What follows belongs to an exercise in optimizing a design on an open flow for small area, a short achievable clock period and few clock cycles per item; a production flow would make more cautious choices.
Only simulation tests tie the RTL to the original design; equivalence was not proved.
Power is estimated from default activity; no workload was simulated.

==> flow/design.v (outline; a module is shown in full before it is edited, if it fits) <==
// module ate1_pixel_unit: 1060 lines
// module ate1_fa: 10 lines
module ate1_pixel_unit (
    input  wire        clk,
    input  wire        rst,         
    input  wire        in_valid,
    output wire        in_ready,
    input  wire [3:0]  in_op,
    input  wire [63:0] in_d,
    input  wire [63:0] in_s,
    input  wire [16:0] in_t,
    output reg         out_valid,
    input  wire        out_ready,
    output reg  [63:0] out_p
);
  // ...
==> flow/flow/run.sh <==
#!/bin/bash
# Standard layout (bash standard.sh) with two changes to how it is made:
# - timing repair aims to leave flow/setup_margin ns of setup slack, so it
#   works towards a shorter period than the 16 ns clock (the SDC is unchanged);
# - the port buffers that buffer_ports inserts are buf_2 cells.
# The make output goes to flow_make.log; ORFS's own logs are under orfs/logs.
set -euo pipefail
export SETUP_SLACK_MARGIN=$(cat flow/setup_margin)
export BUFFER_PORTS_ARGS="-buffer_cell sky130_fd_sc_hd__buf_2"
bash standard.sh > flow_make.log 2>&1
==> flow/flow/setup_margin <==
11.0
==> flow/standard.sh <==
#!/bin/bash
# synth_recipe.tcl (not shown) runs the flow's synth.tcl, then flattens the netlist and writes it again
# the make line also repeats each setting of config.mk as NAME=value (left out here)
make -C /OpenROAD-flow-scripts/flow DESIGN_CONFIG=/design/flow/config.mk WORK_HOME=/design/flow/orfs CLKGATE_MAP_FILE= SYNTH_SCRIPT=/design/flow/synth_recipe.tcl "${@:-finish}"
==> flow/config.mk <==
export PLATFORM = sky130hd
export DESIGN_NAME = ate1_pixel_unit
export DESIGN_NICKNAME = ate1_pixel_unit
export VERILOG_FILES = /design/flow/design.v
export SDC_FILE = /design/flow/constraint.sdc
export NUM_CORES = 8
export LEC_CHECK = 0
export CAP_MARGIN = 20
export CORE_MARGIN = 2
export CORE_UTILIZATION = 35
export CTS_CLUSTER_DIAMETER = 200
export CTS_CLUSTER_SIZE = 20
export SLEW_MARGIN = 20
export SYNTH_HIERARCHICAL = 1
==> flow/constraint.sdc <==
create_clock -name core_clock -period 16.0 [get_ports {clk}]
set_input_delay 3.2000 -clock core_clock [delete_from_list [all_inputs] [get_ports {clk}]]
set_output_delay 3.2000 -clock core_clock [all_outputs]
set_load 0.01 [all_outputs]
==> results.sh, run 1 <==
export IMPL_status="complete, no violations"
export IMPL_htreeDepth=2
export IMPL_wl_met3_um=27190
export IMPL_clkbuf_count=55
export IMPL_place_ws_ns=9.480
export IMPL_p_leak_nw=39.14
export IMPL_yosysTopAreaCell="edfxtp_1"
export IMPL_drc_errors=0
export IMPL_synthXorXnorAreaFrac_pct=4.477
export IMPL_yosysUniqueCellTypes=95
export IMPL_synth_flop_cell="edfxtp_1"
export IMPL_endpoint="p2_h[33]$_DFFE_PP_"
export IMPL_cp_num_buf_inv=1
export IMPL_cp_cell_sequence="ha_1 -> nor2b_1 -> o21a_1 -> o21ai_2 -> a211oi_2 -> o21a_1 -> o31a_1 -> o21a_1 -> a311oi_2 -> xnor2_2 -> ha_1 -> a21o_1 -> a21o_1 -> a21o_1 -> a21o_1 -> a21o_1 -> a21o_1 -> a21o_1 -> a211oi_2 -> a211o_1 -> xor2_4 -> a21oi_4 -> buf_6"
export IMPL_drive_gt1_share_pct=21.62
export IMPL_use_met2_pct=33.87
export IMPL_slowest_stage="edfxtp_1"
export IMPL_seq_area_frac_synth_pct=32.29
export IMPL_yosysWarningCount=7
export IMPL_synth_top_family_by_area="adder cells"
export IMPL_port_buffers=218
export IMPL_synth_area_um2=73970
export IMPL_pg_clk_w=0.00132
export IMPL_clkLatencyLatePin_ns=0.72
export IMPL_crit_path_start="p1_s[35]$_DFFE_PN_"
export IMPL_hold_path_startpoint="p1_add[12]$_DFFE_PN_"
export IMPL_drv_cap=0
export IMPL_synth_avg_cell_area_um2=10.68
export IMPL_combPwrFrac_pct=71.6
export IMPL_p_int_w=0.009898
export IMPL_crit_family="compound AO/OA/AOI/OAI gates"
export IMPL_crit_arrival_ns=5.73
export IMPL_nFillCells=19750
export IMPL_min_to="p2_add[12]$_DFFE_PN_"
export IMPL_clkCellAreaFrac_pct=1.449
Testbench counts, summed over its fixed seeds: cycles 42,153, items 32,000.
==> run 2, diff against run 1 <==
==> flow/flow/setup_margin (replaced) <==
10.5
==> results.sh, run 2 <==
export IMPL_status="complete, no violations"
export IMPL_setup_violations=0
export IMPL_core_um2=209800
export IMPL_area_delta_synth_final_pct=10.77
export IMPL_post_route_min_period_ns=5.414
export IMPL_chipHeight_um=463.7
export IMPL_power_density_nw_per_um2=204.9
export IMPL_cts_made_buffers=45
export IMPL_finalWeightedCongestion=0.9663
export IMPL_cp_max_fo=16
export IMPL_utilization_pct=39.06
export IMPL_synthTopCellsByCount="nor2_1, fa_1, edfxtp_1, ha_1, a21oi_1"
export IMPL_hp_class="reg2reg"
export IMPL_skew_ns=0.04645
export IMPL_post_dp_hpwl_um=178900
export IMPL_synth_area_um2=73970
export IMPL_p_leak_nw=36.33
export IMPL_ys_ff_latch=797
export IMPL_rsz0062_at_grt="true"
export IMPL_crit_top_cell="fa_1"
export IMPL_synth_edf_count=792
export IMPL_path_class="reg2reg"
export IMPL_vias=55440
export IMPL_cp_cell_sequence="buf_4 -> nand2_1 -> nand2_1 -> a2111oi_2 -> buf_4 -> nor2_1 -> fa_1 -> fa_1 -> fa_1 -> fa_1 -> fa_1 -> fa_1"
export IMPL_ant_nets=0
export IMPL_rows=168
export IMPL_crit_family="adder cells"
export IMPL_drv_cap=0
export IMPL_grt_overflow_total=0
export IMPL_clkLatencyLatePin_ns=0.73
export IMPL_root_buffer="clkbuf_16"
export IMPL_die_area_um2=215100
export IMPL_final_common_cell="nor2_1"
export IMPL_tightest_slew_ns=1.223
export IMPL_cp_data_required_time_ns=16.47
export IMPL_startpoint_type="register"
export IMPL_synth_avg_cell_area_um2=10.68
export IMPL_largest_reg_flops=128
export IMPL_cp_num_buf_inv=2
export IMPL_mostFrequentLayoutCells="nor2_1, fa_1, edfxtp_1, ha_1, a21oi_1"
export IMPL_yosys_top_cells_area="edfxtp_1, fa_1, ha_1, nor2_1, a21oi_1"
export IMPL_cts_hold_buf=0
export IMPL_die_w_um=463.7
export IMPL_post_route_period_util_pct=33.84
export IMPL_initial_core_util_pct=35.26
export IMPL_synthCells=6925
export IMPL_cts_tree="yes"
export IMPL_yosysTopAreaCell="edfxtp_1"
export IMPL_vias_per_cell=5.574
export IMPL_grt_pass1_wl_um=355200
export IMPL_antenna_found_initial=28
export IMPL_grt_max_degree=167
export IMPL_clk_pin_slew_ns=0.11
export IMPL_synth_flop_cell="edfxtp_1"
export IMPL_cts_path_max_buffers=3
export IMPL_synth_nets=8470
export IMPL_drive_gt1_share_pct=12.20
export IMPL_io_pins=219
export IMPL_wirelength_um=238700
export IMPL_yosysWarningCount=7
export IMPL_drt_initial_drc_count=5691
export IMPL_synth_async_sr_flop_share_pct=0
export IMPL_wl_per_cell_um=23.99
export IMPL_htreeDepth=2
export IMPL_grt_pass1_vias=56200
export IMPL_seq_area_frac_synth_pct=32.29
export IMPL_drc_errors=0
export IMPL_grt_util_all_layers_pct=21.75
export IMPL_port_buffers=218
export IMPL_reg_top3="p1_s x128, p1_c x124, p2_h x72"
export IMPL_max_slew_margin_pct=18.46
export IMPL_slowest_stage="fa_1"
export IMPL_clock_sinks=797
export IMPL_max_stage_delay_ns=0.59
export IMPL_report_final_slew_viol_count=0
export IMPL_synth_top_cell_area_share_pct=32.15
export IMPL_firstDrtPassIters=13
export IMPL_yosysMostFrequentCell="nor2_1"
export IMPL_setup_tns_ns=0
export IMPL_end_kind="register"
export IMPL_clock_fmax_ghz=0.1847
export IMPL_crit_arrival_ns=5.88
export IMPL_yosysUniqueCellTypes=95
export IMPL_hold_violations=0
export IMPL_ir_drop_mv=0.1875
export IMPL_largest_register="p1_s"
export IMPL_fin_nets=8665
==> run 2: cell counts after synthesis <==
Identical to the previous run, type by type.
==> run 2: area by class of cell <==
cell class	count	area, µm²
antenna	8	20.02
clock inverter	4	41.29
tap	2805	3510
inverter	335	1265
sequential	797	23880
clock buffer	57	1171
fill	20390	127800
timing repair buffer	440	2924
multi-input combinational	5501	49130
==> run 2: final timing paths <==
kind / from / to / slack (ns) / depth (start not counted)
setup reg to reg: ir_cw_rgb[7]$_SDFFCE_PN0N_ / p1_s[49]$_DFFE_PN_ / 10.59 / 12
hold / removal: p1_add[9]$_DFFE_PN_ / p2_add[9]$_DFFE_PN_ / 0.41 / 0
hold reg to reg: p1_add[9]$_DFFE_PN_ / p2_add[9]$_DFFE_PN_ / 0.41 / 0
setup / recovery: ir_cw_rgb[7]$_SDFFCE_PN0N_ / p1_s[49]$_DFFE_PN_ / 10.59 / 12
==> run 2: cells by family after synthesis <==
kind of cell | Yosys count | synth area share [%]
AOI/OAI and AO/OA | 1302 | 11.64
xor gates and xnor gates | 375 | 4.477
adders and majority gates | 1393 | 32.36
buffers and inverters | 629 | 3.217
DFF | 797 | 32.29
muxes | 195 | 2.872
and+or+nand+nor | 2234 | 13.16
==> run 2: routing by layer <==
metal / GRT usage [%] / routed length, µm / part of all wire (%) / vias to the layer above
met2: 33.61 / 105800 / 44 / 2528
li1: - / - / - / 24530
met5: 0 / 187 / 0.078 / -
met3: 5.235 / 21560 / 9.0 / 565
met4: 12.93 / 16740 / 7.0 / 30
met1: 27.66 / 94380 / 40 / 27790
==> run 2: stage by stage <==
step | instances | hold slack [ns] | cell area [µm²] | power, W | setup WS, ns
after floorplan | 6925 | 0.4003 | 74100 | 0.01191 | 9.936
after global placement | 9801 | 0.4017 | 78960 | 0.01471 | 9.414
after detailed placement | 9801 | 0.4045 | 78970 | 0.01508 | 9.326
after CTS | 9902 | 0.4101 | 80880 | 0.01659 | 10.50
after global routing | 9947 | 0.4155 | 81940 | 0.01841 | 10.42
final | 9947 | 0.4077 | 81940 | 0.01679 | 10.59
==> run 2: Yosys stat by module, one instance, submodules excluded <==
| module | cells inside | times used |
|---|---|---|
| ate1_fa | 1 | 844 |
| ate1_pixel_unit | 6081 | 1 |
==> run 2: where the power goes <==
group / switching (W) / internal [W]
logic: 0.00659 / 0.00511
registers: 0.000355 / 0.00347
clock network: 0.000751 / 0.000519
==> run 2: what timing repair did <==
action | 4_1_cts | 5_1_grt
pin swaps | 21 | 73
setup endpoints to repair | 216 | 201
setup buffers | 39 | 32
cloned | 1 | 4
resized for setup | 69 | 132

[re-timing with driven ports]
Ports are ideal in the flow. The routed layouts listed here were re-timed in OpenROAD. Step 1, drivers: a clkbuf_16 drives clk and a buf_2 each remaining input, both assumed. Step 2 also shifts input and output timing later by t, the mid clock arrival at the registers, as if the neighbouring blocks saw the same clock. Three values: no drivers, after step 1, after step 2; two values: the first two.
run | t (ns) | setup WS [ns] | worst register clock-pin slew, ns
run 1 | 0.779 | 10.704 / 10.704 / 10.250 | 0.11 / 0.11
run 2 | 0.795 | 10.586 / 10.586 / 9.857 | 0.11 / 0.11
After both steps setup and hold are still met in every run listed. The setup slack of run 2, which loses most, moves by 0.000 ns with the drivers and by -0.729 ns with both steps.
